From an optimization exercise on the open Yosys and OpenROAD flow, aimed at small area, a short achievable clock period and few clock cycles; shortcuts taken in it are not production practice. No run shown here included a check of the RTL's function; only the layout flow was run. No run shown here takes its clock network from TritonCTS; it comes from the design's own scripts or RTL. The clock input has no modelled driver; a real chip could not lean on it and would need a root buffer or a full tree. No activity file was given, so power comes from the tool's default toggle rates.

## flow/flow/run.sh

```bash
#!/bin/bash
set -euo pipefail
here=$(pwd)
bash standard.sh "BUFFER_PORTS_ARGS=-buffer_cell sky130_fd_sc_hd__buf_1" \
  "PRE_CTS_TCL=$here/flow/flat_cts.tcl" finish > standard_flow.log 2>&1
```

## flow/flow/flat_cts.tcl

```tcl
set nbuf 3
if {[info exists ::env(CTS_FLAT_BUFS)]} { set nbuf $::env(CTS_FLAT_BUFS) }
set block [ord::get_db_block]
set db [ord::get_db]
set clk_port [lindex [all_clocks] 0]
set clk_name [get_property [lindex [get_property $clk_port sources] 0] name]
set clk_net [$block findNet $clk_name]
set master [$db findMaster sky130_fd_sc_hd__clkbuf_16]

# the clock pins the port drives, sorted by x
set sinks {}
foreach it [$clk_net getITerms] {
  set inst [$it getInst]
  set loc [$inst getLocation]
  lappend sinks [list [lindex $loc 0] [lindex $loc 1] $it]
}
set sinks [lsort -integer -index 0 $sinks]
set n [llength $sinks]
puts "flat_cts: $n clock pins, $nbuf buffers"

for {set k 0} {$k < $nbuf} {incr k} {
  set lo [expr {$k * $n / $nbuf}]
  set hi [expr {($k + 1) * $n / $nbuf - 1}]
  set grp [lrange $sinks $lo $hi]
  set sx 0; set sy 0
  foreach s $grp { incr sx [lindex $s 0]; incr sy [lindex $s 1] }
  set cx [expr {$sx / [llength $grp]}]
  set cy [expr {$sy / [llength $grp]}]
  set buf [odb::dbInst_create $block $master "clkbuf_flat_$k"]
  set net [odb::dbNet_create $block "clknet_flat_$k"]
  $net setSigType CLOCK
  [$buf findITerm A] connect $clk_net
  [$buf findITerm X] connect $net
  foreach s $grp {
    set it [lindex $s 2]
    $it disconnect
    $it connect $net
  }
  $buf setLocation $cx $cy
  $buf setPlacementStatus PLACED
  puts "flat_cts: clkbuf_flat_$k drives [llength $grp] pins from ($cx, $cy)"
}
$clk_net setSigType CLOCK

# TritonCTS is not run: the tree above is the clock tree
proc clock_tree_synthesis {args} { puts "flat_cts: clock_tree_synthesis skipped" }
set_propagated_clock [all_clocks]
```

## flow/standard.sh

```bash
#!/bin/bash
# synth_recipe.tcl (not shown) runs the flow's synth.tcl, then flattens the netlist and writes it again
# the make line also repeats each setting of config.mk as NAME=value (left out here)
make -C /OpenROAD-flow-scripts/flow DESIGN_CONFIG=/design/flow/config.mk WORK_HOME=/design/flow/orfs CLKGATE_MAP_FILE= SYNTH_SCRIPT=/design/flow/synth_recipe.tcl "${@:-finish}"
```

## flow/config.mk

```make
export PLATFORM = sky130hd
export DESIGN_NAME = pyfpga_codec
export DESIGN_NICKNAME = pyfpga_codec
export VERILOG_FILES = /design/flow/design.v
export SDC_FILE = /design/flow/constraint.sdc
export NUM_CORES = 4
export LEC_CHECK = 0
export CAP_MARGIN = 20
export CORE_MARGIN = 2
export CORE_UTILIZATION = 65
export PLACE_DENSITY = 0.75
export SETUP_SLACK_MARGIN = 2.88
export SLEW_MARGIN = 20
export SYNTH_HIERARCHICAL = 1
export SYNTH_MINIMUM_KEEP_SIZE = 0
```

## flow/constraint.sdc

```tcl
create_clock -name core_clock -period 4.5 [get_ports {clk}]
set_input_delay 0.9000 -clock core_clock [delete_from_list [all_inputs] [get_ports {clk}]]
set_output_delay 0.9000 -clock core_clock [all_outputs]
set_load 0.01 [all_outputs]
```

## flow/design.v

```verilog
module pyfpga_codec (
    input  wire        clk,
    input  wire        rst,           
    input  wire        cmd_valid,
    input  wire [49:0] cmd_word,      
    output wire        cmd_ready,
    output wire        rsp_valid,
    output wire [2:0]  rsp_status,
    output wire [31:0] rsp_data,
    output wire        tx_valid,
    output wire [7:0]  tx_data,
    output wire        link_poll,
    input  wire [7:0]  link_avail,
    output wire        rx_pop,
    input  wire [7:0]  rx_byte
);
    reg         ready;        
    reg         txv;          
    reg         poll;         
    reg         pop;          
    reg         rspv;         
    reg  [3:0]  cnt;          
    reg         vphase;       
    reg         plst;         
    reg         rxl;          
    reg         mv;           
    reg  [1:0]  op;
    reg  [12:0] ahi;          
    reg  [2:0]  pa;           
    reg  [31:0] pd;           
    reg  [7:0]  txq;
    reg  [2:0]  st;
    wire        op_ok    = cmd_word[49] | cmd_word[48];
    wire        accept   = cmd_valid & ready & op_ok;
    wire        wvw      = op[1] & op[0] & ~vphase;   
    wire        zd       = ~op[1] | vphase;           
    wire        av_hi0, av_mid0, av_lo0, avail_ok, nok;
    pyfpga_codec_nor3  u_av_hi  (.a(link_avail[7]), .b(link_avail[6]), .c(link_avail[5]), .y(av_hi0));
    pyfpga_codec_nor2  u_av_mid (.a(link_avail[4]), .b(link_avail[3]), .y(av_mid0));
    pyfpga_codec_nand3 u_av_lo  (.a(link_avail[2]), .b(link_avail[1]), .c(link_avail[0]), .y(av_lo0));
    pyfpga_codec_nand3 u_av     (.a(av_hi0), .b(av_mid0), .c(av_lo0), .y(avail_ok));
    pyfpga_codec_and3  u_av_n   (.a(av_hi0), .b(av_mid0), .c(av_lo0), .y(nok));
    wire        tx_last  = (cnt[2:0] == 3'd7);
    wire        rx_last  = (cnt[2:0] == 3'd6);
    wire [2:0]  nidx = cnt[2:0] & {3{txv}};
    reg  [6:0]  nbyte;
    always @(*) begin
        case (nidx)
            3'd0:    nbyte = {1'b0, ahi[12:7]};
            3'd1:    nbyte = ahi[6:0];
            3'd2:    nbyte = zd ? {pa, 4'b0000} : {pa, pd[31:28]};
            default: nbyte = zd ? 7'd0 : {pa, pd[31:28]};
        endcase
    end
    wire        pl_in  = pop & zd;
    wire [6:0]  pl_low = pl_in ? rx_byte[6:0] : {pa, pd[31:28]};
    wire [34:0] pl_sh  = {pd[27:0], pl_low};
    wire [34:0] pl_nx  = ready ? cmd_word[34:0] : pl_sh;
    wire [34:0] pl_d;
    wire        pl_ld  = ready | mv;
    assign pl_d[34:32] = pl_ld ? pl_nx[34:32] : pa;
    genvar i;
    generate
        for (i = 0; i < 32; i = i + 1) begin : g_pl
            pyfpga_codec_mux3 u_next (.q(pd[i]), .sh(pl_sh[i]), .ld(cmd_word[i]),
                                      .mv(pl_ld), .sel_ld(ready), .y(pl_d[i]));
        end
    endgenerate
    wire        bad    = rx_byte[7] ^ cnt[0];      
    wire        err_n  = st[1] | bad;
    wire [6:0]  dx     = rx_byte[6:0] ^ {pa, pd[31:28]};
    wire        cml    = vphase & (cnt[2] | cnt[1]);                
    wire        cmh    = vphase & (cnt[2] | (cnt[1] & cnt[0]));     
    wire        diff   = (cmh & (|dx[6:4])) | (cml & (|dx[3:0]));
    wire [2:0]  st_nx = poll ? {1'b0, nok, nok} : {(st[2] | diff) & ~err_n, err_n, 1'b0};
    wire        rb_ok    = rxl & wvw & ~st[1] & ~rx_byte[7];    
    wire        rx_fin   = rxl & ~rb_ok;
    wire        poll_d, pop_d, rspv_d, ready_d;
    pyfpga_codec_a21o u_poll (.a(~rst & poll & ~plst), .b(nok), .c(~rst & txv & tx_last), .y(poll_d));
    pyfpga_codec_a21o u_pop  (.a(~rst & poll), .b(avail_ok), .c(~rst & pop & ~rx_last), .y(pop_d));
    pyfpga_codec_a21o u_rspv (.a(~rst & plst), .b(nok), .c(~rst & rx_fin), .y(rspv_d));
    pyfpga_codec_a21o u_rdy  (.a(~rst & plst), .b(nok),
                              .c(rst | (ready ? ~accept : rx_fin)), .y(ready_d));
    wire [3:0]  cnt_inc  = cnt + 4'd1;
    wire [3:0]  cnt_oth  = (ready | (pop & rx_last)) ? 4'd1 : (txv & tx_last) ? 4'd0 : cnt_inc;
    wire [3:0]  cnt_d;
    generate
        for (i = 0; i < 4; i = i + 1) begin : g_cnt
            pyfpga_codec_a21o u_cnt (.a(poll & cnt_inc[i]), .b(nok), .c(~poll & cnt_oth[i]),
                                     .y(cnt_d[i]));
        end
    endgenerate
    always @(posedge clk) begin
        ready <= ready_d;
        poll  <= poll_d;
        pop   <= pop_d;
        rspv  <= rspv_d;
        if (rst) begin
            txv   <= 1'b0;
            plst  <= 1'b0;
            rxl   <= 1'b0;
        end else begin
            txv   <= accept | (txv & ~tx_last) | rb_ok;
            plst  <= poll & (cnt == 4'd8);
            rxl   <= pop & (cnt[2:0] == 3'd5);
        end
    end
    always @(posedge clk) begin
        cnt <= cnt_d;
        mv   <= (txv | pop) & (cnt[2:0] >= 3'd1) & (cnt[2:0] <= 3'd5);
        if (ready)
            vphase <= 1'b0;
        else if (rb_ok)
            vphase <= 1'b1;
        pa <= pl_d[34:32];
        pd <= pl_d[31:0];
        if (ready) begin
            op  <= cmd_word[49:48];
            ahi <= cmd_word[47:35];
            txq <= {1'b0, cmd_word[49], cmd_word[47:42]};
        end else begin
            txq <= {nidx[0], nbyte};
        end
        st <= st_nx;
    end
    assign cmd_ready  = ready;
    assign rsp_valid  = rspv;
    assign rsp_status = st;
    assign rsp_data   = pd;
    assign tx_valid   = txv;
    assign tx_data    = txq;
    assign link_poll  = poll;
    assign rx_pop     = pop;
endmodule
module pyfpga_codec_nor2 (input wire a, input wire b, output wire y);
    assign y = ~(a | b);
endmodule
module pyfpga_codec_nor3 (input wire a, input wire b, input wire c, output wire y);
    assign y = ~(a | b | c);
endmodule
module pyfpga_codec_and3 (input wire a, input wire b, input wire c, output wire y);
    assign y = a & b & c;
endmodule
module pyfpga_codec_a21o (input wire a, input wire b, input wire c, output wire y);
    assign y = (a & b) | c;
endmodule
module pyfpga_codec_nand3 (input wire a, input wire b, input wire c, output wire y);
    assign y = ~(a & b & c);
endmodule
module pyfpga_codec_mux3 (
    input  wire q,        
    input  wire sh,       
    input  wire ld,       
    input  wire mv,       
    input  wire sel_ld,   
    output wire y
);
    assign y = mv ? (sel_ld ? ld : sh) : q;
endmodule
```

==> results.txt, run 1 <==
status no timing/DRC/antenna violations; Synth Area in XOR/XNOR 0.0274; number of synthesized flops with an enable pin 18; sequential-to-total area share from yosys stat 0.519; Pwr Density 354 mW/mm2; Core Footprint roughly 0.0047 mm2; adder-cell share of the synthesized area 0.0234; cell taking the most area after synthesis dfxtp_1; DR pass1 iterations 4; Initial DRC Count roughly 170; Filler cells 299; vias per cell about 5.5; largest family of logic cells by synthesized area compound AO/OA/AOI/OAI gates; Tmin final around 1.6 ns; register area about 0.0017 mm2; Synth cell types 36; post-synthesis cell area approximately 0.0032 mm2; Async SR Flop Fraction 0; critical path type primary input to flip-flop; syn_nets 380; synth top area cells dfxtp_1 35%, edfxtp_1 17%, mux2i_1 10%; RSZ-0062 raised after global routing true; largest net degree at the start of global routing slightly below 70; # diodes 0; Worst EP required ~4.6 ns; drt wl/cell 15.0 um; worst-margin pin slew 0.695 ns; post-synthesis simple-gate area fraction 0.113; first-pass GRT wire length 11000 um; Worst Hold Class flip-flop to flip-flop; wirelength, routed around 7400 um; Rel. slew slack 0.537; Crit path buffers/inverters 1; IO buf count 116; final hold viol count 0; nets@finish 505; Top cell by count, worst path a21o_1; Worst EP arrival ~1.7 ns; Die Wd between 70 and 80 um; total track usage 0.250; final HPWL from detailed placement approximately 4600 um; average cell area after synthesis around 10 um2; Ports 117; die height between 70 and 80 um; latest clock arrival within the worst-skew pair 0.15 ns; GP Congestion a little over 0.8; Pleak ~1.7 nW; vias 2699; DRC viols 0; Final WS setup approximately 2.9 ns; Fmax slightly above 600 MHz; count of final setup violators 0; Die ar. between 0.005 and 0.006 mm2; Sum Neg Setup Slack 0 ns; CP max FO 2; Slowest cell on crit path a21o_1; MaxCap Viol Count 0; most frequent cells in the layout 99 x buf_1, 50 x a21oi_1, 45 x dfxtp_1; mux cell area share after synthesis 0.135; commonest register cell after synthesis dfxtp_1; Reg clk slew, reported paths roughly 0.09 ns; warning count from the yosys run 7; Worst setup SP type primary input; Synth top area share 0.350; pre-CTS WS about 2.4 ns; CP delay by family, top compound AO/OA/AOI/OAI gates; Initial Utilization 0.678; Syn Inst Count between 300 and 400; Fin Clk Skew 0.00590 ns; antenna viol nets, final 0; Yosys reg bits 74; num rows 25; GRT overflow 0; layout cells sized above 1 0.147; CP Capture Type flip-flop; vias in the first global route approximately 2500; cts hold-fix bufs 0; fin crit share 0.363; Compound-Gate Fraction of Synth Area 0.149; Multi-input gate area about 0.0015 mm2; critical path, cell by cell buf_6, nor2_4, nand4_1, a21o_1, a21o_1, a21o_1; Max Transition Viols Final 0; Area growth syn-to-layout 23.8%; R2R Setup Slk slightly below 3 ns; initial antenna violation count 0; CP peak stage delay approximately 0.21 ns; Peak VDD IR around 0.00046 V; commonest non-fill, non-tap cell in the layout buf_1
## final timing paths
kind,start,endpoint,cells after the start
max,rx_byte[7],ready$_DFF_P_,6
min,cnt[3]$_DFF_P_,plst$_SDFF_PP0_,2
min reg2reg,cnt[3]$_DFF_P_,plst$_SDFF_PP0_,2
max reg2reg,cnt[0]$_DFF_P_,st[2]$_SDFF_PP0_,6
## timing repair
item                       4_1_cts  5_1_grt
pin swaps                        2        2
buffers inserted                 8        3
resized for setup               18       24
setup endpoints to repair       54       28
## Yosys stat by module (local to each module, per instance)
module	times used	cell area (um2)	flip-flops and latches	cells inside
pyfpga_codec	1	2510	74	196
pyfpga_codec_mux3	32	18.8	0	3
pyfpga_codec_nor3	1	10.0	0	1
pyfpga_codec_a21o	8	7.51	0	1
pyfpga_codec_and3	1	6.26	0	1
pyfpga_codec_nand3	2	5.00	0	1
pyfpga_codec_nor2	1	3.75	0	1
## state kept, by name, indices dropped and copies added (netlist names)
register,count
ready,1
mv,1
pd,32
ahi,13
op,2
rxl,1
st,3
pa,3
rspv,1
pop,1
vphase,1
txq,8
txv,1
cnt,4
poll,1
plst,1
## where the power goes
part	internal, mW	switching (mW)
Clock	0.122	0.158
Sequential	0.765	0.0609
Combinational	0.138	0.162
Total	1.02	0.381
## metrics by stage
step	utilization	power, mW	std cells	area [um2]	hold slack, ns
2_1_floorplan	-	1.01	305	3230	0.433
3_3_place_gp	0.781	1.10	481	3690	0.453
3_5_place_dp	0.781	1.11	481	3690	0.460
4_1_cts	0.823	1.41	492	3890	0.469
5_1_grt	0.839	1.47	495	3970	0.490
6_report	0.839	1.41	495	3970	0.468
## worst min-delay path, stage by stage (launching register included)
cell and delay (ns):
dfxtp_1 0.34, nand2_1 0.07, nor3_1 0.03
## layout make-up
type	instances	area share
multi-input cells	209	0.370
plain buffers	3	0.0189
flip-flops and latches	74	0.427
well taps	67	0.0211
inverters	14	0.0133
repair buffers	128	0.150
## cell usage after synthesis, types with 3 or more instances
cell      instances
nand2_1           7
a221o_1           6
nand3_1           3
mux2_2           10
nor2_1           41
nor2b_1           5
nand2b_1          4
dfxtp_1          56
a21oi_1          50
edfxtp_1         18
mux2i_1          32
inv_1            14
and3_1            4
buf_2             3
xnor2_1           8
and2_1            3
ha_1              6
a21o_1           10
## kinds of logic after synthesis
logic type / count (synthesis)
and+or+nand+nor: 76
muxes: 42
adders and majority gates: 6
AOI/OAI and AO/OA: 75
DFF: 74
buffers and inverters: 22
xor gates and xnor gates: 10
## metal layers
metal  track usage  vias to the layer above  part of all wire
met5             0                        -                 0
met4        0.0505                        0             0.016
met3        0.0271                       12             0.052
met2         0.461                       88              0.51
met1         0.317                     1269              0.42
li1              -                     1330                 -
==> run 2, diff against run 1 <==
==> flow/design.v (replaced) <==
module pyfpga_codec (
    input  wire        clk,
    input  wire        rst,           
    input  wire        cmd_valid,
    input  wire [49:0] cmd_word,      
    output wire        cmd_ready,
    output wire        rsp_valid,
    output wire [2:0]  rsp_status,
    output wire [31:0] rsp_data,
    output wire        tx_valid,
    output wire [7:0]  tx_data,
    output wire        link_poll,
    input  wire [7:0]  link_avail,
    output wire        rx_pop,
    input  wire [7:0]  rx_byte
);
    reg         ready, busy;      
    reg         txv, ntx;         
    reg         poll, npoll;      
    reg         pop, npop;        
    reg         rspv;             
    reg  [2:0]  cnt;              
    reg  [3:0]  pcnt;             
    reg         vphase;           
    reg         plst;             
    reg         rxl;              
    reg         mv;               
    reg  [1:0]  op;
    reg  [12:0] ahi;          
    reg  [2:0]  pa;           
    reg  [31:0] pd;           
    reg  [7:0]  txq;
    reg  [2:0]  st;
    wire        rdy_i  = ~busy;
    wire        txv_i  = ~ntx;
    wire        poll_i = ~npoll;
    wire        pop_i  = ~npop;
    wire        op_ok    = cmd_word[49] | cmd_word[48];
    wire        accept   = cmd_valid & rdy_i & op_ok;
    wire        wvw      = op[1] & op[0] & ~vphase;   
    wire        zd       = ~op[1] | vphase;           
    wire        av_hi0, av_mid0, av_lo0, ok, nok;
    pyfpga_codec_nor3  u_av_hi  (.a(link_avail[7]), .b(link_avail[6]), .c(link_avail[5]), .y(av_hi0));
    pyfpga_codec_nor2  u_av_mid (.a(link_avail[4]), .b(link_avail[3]), .y(av_mid0));
    pyfpga_codec_nand3 u_av_lo  (.a(link_avail[2]), .b(link_avail[1]), .c(link_avail[0]), .y(av_lo0));
    pyfpga_codec_nand3 u_av_ok  (.a(av_hi0), .b(av_mid0), .c(av_lo0), .y(ok));
    pyfpga_codec_and3  u_av_nok (.a(av_hi0), .b(av_mid0), .c(av_lo0), .y(nok));
    wire        tx_last  = (cnt == 3'd7);
    wire        rx_last  = (cnt == 3'd6);
    wire [2:0]  nidx = cnt & {3{txv_i}};
    reg  [6:0]  nbyte;
    always @(*) begin
        case (nidx)
            3'd0:    nbyte = {1'b0, ahi[12:7]};
            3'd1:    nbyte = ahi[6:0];
            3'd2:    nbyte = zd ? {pa, 4'b0000} : {pa, pd[31:28]};
            default: nbyte = zd ? 7'd0 : {pa, pd[31:28]};
        endcase
    end
    wire        pl_in  = pop_i & zd;
    wire [6:0]  pl_low = pl_in ? rx_byte[6:0] : {pa, pd[31:28]};
    wire [34:0] pl_sh  = {pd[27:0], pl_low};
    wire [34:0] pl_nx  = rdy_i ? cmd_word[34:0] : pl_sh;
    wire [34:0] pl_d;
    wire        pl_ld  = rdy_i | mv;
    assign pl_d[34:32] = pl_ld ? pl_nx[34:32] : pa;
    genvar i;
    generate
        for (i = 0; i < 32; i = i + 1) begin : g_pl
            pyfpga_codec_mux3 u_next (.q(pd[i]), .sh(pl_sh[i]), .ld(cmd_word[i]),
                                      .mv(pl_ld), .sel_ld(rdy_i), .y(pl_d[i]));
        end
    endgenerate
    wire        bad    = rx_byte[7] ^ cnt[0];      
    wire        err_n  = st[1] | bad;
    wire [6:0]  dx     = rx_byte[6:0] ^ {pa, pd[31:28]};
    wire        cml    = vphase & (cnt[2] | cnt[1]);                
    wire        cmh    = vphase & (cnt[2] | (cnt[1] & cnt[0]));     
    wire        diff   = (cmh & (|dx[6:4])) | (cml & (|dx[3:0]));
    wire        rb_ok  = rxl & wvw & ~st[1] & ~rx_byte[7];
    wire        rx_fin = ~rst & rxl & ~rb_ok;
    wire        t_poll = ~rst & txv_i & tx_last;               
    wire        c_poll = ~rst & poll_i & ~plst;                
    wire        s_pop  = ~rst & poll_i;                        
    wire        c_pop  = ~rst & pop_i & ~rx_last;              
    wire        t_out  = ~rst & plst & poll_i;                 
    wire        h_rdy  = rst | (rdy_i & ~accept) | rx_fin;     
    wire        poll_d, pop_d, rspv_d, ready_d;
    pyfpga_codec_a21o  u_poll (.a(c_poll), .b(nok), .c(t_poll), .y(poll_d));
    pyfpga_codec_a21o  u_pop  (.a(s_pop),  .b(ok),  .c(c_pop),  .y(pop_d));
    pyfpga_codec_a21o  u_rspv (.a(t_out),  .b(nok), .c(rx_fin), .y(rspv_d));
    pyfpga_codec_a21o  u_rdy  (.a(t_out),  .b(nok), .c(h_rdy),  .y(ready_d));
    wire        txv_d  = ~rst & (accept | (txv_i & ~tx_last) | rb_ok);
    wire [2:0]  st_nx  = poll_i ? {1'b0, nok, nok} : {(st[2] | diff) & ~err_n, err_n, 1'b0};
    always @(posedge clk) begin
        ready <= ready_d;
        busy  <= ~ready_d;
        txv   <= txv_d;
        ntx   <= ~txv_d;
        poll  <= poll_d;
        npoll <= ~poll_d;
        pop   <= pop_d;
        npop  <= ~pop_d;
        rspv  <= rspv_d;
        if (rst) begin
            plst  <= 1'b0;
            rxl   <= 1'b0;
        end else begin
            plst  <= poll_i & (pcnt == 4'd8);
            rxl   <= pop_i & (cnt == 3'd5);
        end
        if (rdy_i | (pop_i & rx_last))
            cnt <= 3'd1;
        else if (txv_i | pop_i)
            cnt <= cnt + 3'd1;
        else
            cnt <= 3'd0;
        pcnt <= poll_i ? pcnt + 4'd1 : 4'd0;
        mv   <= (txv_i | pop_i) & (cnt >= 3'd1) & (cnt <= 3'd5);
        if (rdy_i)
            vphase <= 1'b0;
        else if (rb_ok)
            vphase <= 1'b1;
        pa <= pl_d[34:32];
        pd <= pl_d[31:0];
        if (rdy_i) begin
            op  <= cmd_word[49:48];
            ahi <= cmd_word[47:35];
            txq <= {1'b0, cmd_word[49], cmd_word[47:42]};
        end else begin
            txq <= {nidx[0], nbyte};
        end
        st <= st_nx;
    end
    assign cmd_ready  = ready;
    assign rsp_valid  = rspv;
    assign rsp_status = st;
    assign rsp_data   = pd;
    assign tx_valid   = txv;
    assign tx_data    = txq;
    assign link_poll  = poll;
    assign rx_pop     = pop;
endmodule
module pyfpga_codec_nor2 (input wire a, input wire b, output wire y);
    assign y = ~(a | b);
endmodule
module pyfpga_codec_nor3 (input wire a, input wire b, input wire c, output wire y);
    assign y = ~(a | b | c);
endmodule
module pyfpga_codec_and3 (input wire a, input wire b, input wire c, output wire y);
    assign y = a & b & c;
endmodule
module pyfpga_codec_a21o (input wire a, input wire b, input wire c, output wire y);
    assign y = (a & b) | c;
endmodule
module pyfpga_codec_nand3 (input wire a, input wire b, input wire c, output wire y);
    assign y = ~(a & b & c);
endmodule
module pyfpga_codec_mux3 (
    input  wire q,        
    input  wire sh,       
    input  wire ld,       
    input  wire mv,       
    input  wire sel_ld,   
    output wire y
);
    assign y = mv ? (sel_ld ? ld : sh) : q;
endmodule
--- a/flow/config.mk
+++ b/flow/config.mk
@@ -10,5 +10,5 @@
 export CORE_UTILIZATION = 65
 export PLACE_DENSITY = 0.75
-export SETUP_SLACK_MARGIN = 2.88
+export SETUP_SLACK_MARGIN = 2.72
 export SLEW_MARGIN = 20
 export SYNTH_HIERARCHICAL = 1
==> run 2 against run 1 <==
Compared with the run above: largest power group unchanged; via count decreased by 1.6%; synthesized area grew 4.3%; worst hold slack lost 0.0030 ns; setup slack worse by 0.13 ns; sequential power grew 6.9%; critical endpoint is now st[2]$_SDFF_PN0_; die area increased by 4.0%; wire length shrank 9.3%.
==> results.txt, run 2 <==
commonest register cell after synthesis dfxtp_1; sequential share of power 0.619; critical path type primary input to flip-flop; largest net degree at the start of global routing just under 70; Async SR Flop Fraction 0; most instantiated cells after synthesis 63 x dfxtp_1, 55 x nor2_1, 41 x a21oi_1, 32 x mux2i_1, 19 x nand2_1; IO buf count roughly 120; vias per cell ~5.2; Worst Hold Class flip-flop to flip-flop; DR pass1 iterations 5; latest clock arrival within the worst-skew pair 0.16 ns; Worst EP required approximately 4.6 ns; CP max FO 2; P_sw approximately 370 uW; sw frac 0.261; drt wl/cell around 13 um; Ports 117; Rel. slew slack 0.557; Synth top area share 0.378; Power Total roughly 1.4 mW; Filler cells around 390; DRC viols 0; Sum Neg Setup Slack 0 ns; combinational share of power 0.176; number of synthesized flops with an enable pin 18; Initial DRC Count between 100 and 150; RSZ-0062 raised after global routing true; average cell area after synthesis just over 10 um2; Reg with most FFs pd; fin crit share 0.391; die height 75.7 um; Pwr Density ~360 mW/mm2; max FFs per register 32; Reg clk slew, reported paths about 0.1 ns; first-pass GRT wire length 10200 um; most frequent cells in the layout 116 x buf_1, 62 x dfxtp_1, 55 x nor2_1; layout cells sized above 1 0.0619; cell taking the most area after synthesis dfxtp_1; GRT overflow 0; MaxCap Viol Count 0; vias in the first global route between 2000 and 2500; Fin Clk Skew about 0.0073 ns; Multi-input gate area about 0.0015 mm2; status no timing/DRC/antenna violations; count of final setup violators 0; Peak VDD IR ~0.00037 V; Syn Inst Count 323; nets@finish ~510; syn_nets about 400; initial antenna violation count 0; cts hold-fix bufs 0; Fmax around 570 MHz; wirelength, routed roughly 6700 um; post-synthesis cell area 0.00334 mm2; Pleak ~1.6 nW; vias 2656; GP Congestion just under 0.8; Int Pwr roughly 1.1 mW; Die ar. roughly 0.0057 mm2; final hold viol count 0; sequential-to-total area share from yosys stat 0.540; Worst EP arrival approximately 1.8 ns; R2R Setup Slk between 2 and 3 ns; most used standard cell by instance count after synthesis dfxtp_1; Setup crit end st[2]$_SDFF_PN0_; Area growth syn-to-layout 17.9%; Clk pwr share 0.205; worst r2r path cells 4; Initial Utilization 0.662; warning count from the yosys run 7; commonest non-fill, non-tap cell in the layout buf_1; total track usage 0.221; worst-margin pin slew about 0.66 ns; register area 0.00181 mm2; Tmin final ~1.8 ns; Yosys reg bits 81; RR Startpoint busy$_DFF_P_; synth top area cells dfxtp_1 38%, edfxtp_1 16%, mux2i_1 9.6%; num rows 26; Critical Path Source rx_byte[2]; Core Footprint approximately 0.0050 mm2; r2r endpoint pd[25]$_DFF_P_; Max Transition Viols Final 0; Worst setup SP type primary input; CP Capture Type flip-flop; # diodes 0; Synth cell types 40; Largest regs pd (32), ahi (13), txq (8); Die Wd between 70 and 80 um; final HPWL from detailed placement ~5000 um; antenna viol nets, final 0
## run 2: per-module statistics from Yosys (local to each module, per instance)
module	cell area, um2	times used
pyfpga_codec_nor2	3.75	1
pyfpga_codec_mux3	18.8	32
pyfpga_codec	2680	1
pyfpga_codec_a21o	7.51	4
pyfpga_codec_nand3	5.00	2
pyfpga_codec_and3	6.26	1
pyfpga_codec_nor3	10.0	1
## run 2: kinds of logic (layout without fill, tap and decap cells)
family                   after synthesis  in the layout  share of synthesized area
AND/OR/NAND/NOR                      100            100                      0.138
flip-flops                            81             81                      0.540
XOR/XNOR                              10             10                     0.0262
AO/OA/AOI/OAI                         63             63                      0.113
multiplexers                          42             42                      0.130
buffers and inverters                 20            133                     0.0270
adder cells (fa/ha/maj)                7              7                     0.0262
## run 2: how the worst min path moves through the flow
stage,from,endpoint,slack [ns],cells past startpoint
5_1_grt,pcnt[3]$_SDFF_PP0_,plst$_SDFF_PP0_,0.48,2
3_5_place_dp,pcnt[3]$_SDFF_PP0_,plst$_SDFF_PP0_,0.46,2
4_1_cts,pcnt[3]$_SDFF_PP0_,plst$_SDFF_PP0_,0.47,2
2_1_floorplan,pcnt[2]$_SDFF_PP0_,plst$_SDFF_PP0_,0.43,1
3_3_place_gp,pcnt[0]$_SDFF_PP0_,pcnt[0]$_SDFF_PP0_,0.45,1
6_report,pcnt[3]$_SDFF_PP0_,plst$_SDFF_PP0_,0.47,2
## run 2: power groups by stage
| stage | clock [mW] | sequential, mW | combinational [mW] |
|---|---|---|---|
| 2_1_floorplan | 0 | 0.911 | 0.136 |
| 3_3_place_gp | 0 | 0.896 | 0.241 |
| 3_5_place_dp | 0 | 0.898 | 0.250 |
| 4_1_cts | 0.299 | 0.883 | 0.252 |
| 5_1_grt | 0.321 | 0.894 | 0.281 |
| 6_report | 0.293 | 0.883 | 0.251 |
## run 2: per-layer routing
layer  wire length, um  GRT usage
met4                70     0.0273
met5                 0          0
met2              3270      0.397
met3               401     0.0265
met1              2980      0.296
## run 2: layout make-up
class / instances / share of cell area
plain buffers: 3 / 0.0191
multi-input cells: 222 / 0.373
inverters: 13 / 0.0130
repair buffers: 117 / 0.114
well taps: 70 / 0.0223
flip-flops and latches: 81 / 0.459
## run 2: stage by stage
stage	setup WS (ns)	std cells	area, um2	utilization	hold WS [ns]
CTS	2.72	506	3920	0.777	0.468
floorplan	2.77	323	3340	-	0.425
global route	2.70	506	3940	0.780	0.484
global placement	2.37	503	3830	0.760	0.447
finish	2.74	506	3940	0.780	0.465
detailed placement	2.36	503	3830	0.760	0.460
## run 2: repair_timing
item	CTS	global route
pin swaps	1	0
setup endpoints to repair	42	25
resized for setup	4	3
setup buffers	0	0
## run 2: worst max-delay path, stage by stage
cell and delay, ns:
buf_1 0.09, xor2_1 0.15, nor4_2 0.33, nor3_1 0.07, o31a_1 0.28

## re-timing with driven ports
Ports are ideal in the flow. The routed layouts listed here were re-timed in OpenROAD. Step 1 assumes that a clkbuf_16 drives the clock port and a buf_2 every other input. Step 2 adds t to the input delays and takes it off the output delays; t is the mean of the earliest and latest rising clock arrival at the registers after step 1. Input paths then give back, and output paths get back, about the clock's delay inside the block. Slacks: ideal / step 1 / step 2; pairs: ideal / step 1.
run	shift t [ns]	slack for setup (ns)	hold slack, ns	worst setup path at the end	latest minus earliest clock arrival (ns)
run 1	0.210	2.866 / 2.830 / 2.680	0.468 / 0.468 / 0.468	input to register	0.006 / 0.006
run 2	0.215	2.738 / 2.762 / 2.547	0.465 / 0.465 / 0.465	input to register	0.008 / 0.008
After both steps every run listed still meets setup and hold. For run 2, which loses most, drivers alone change the setup slack by +0.024 ns; drivers and shift together by -0.191 ns.
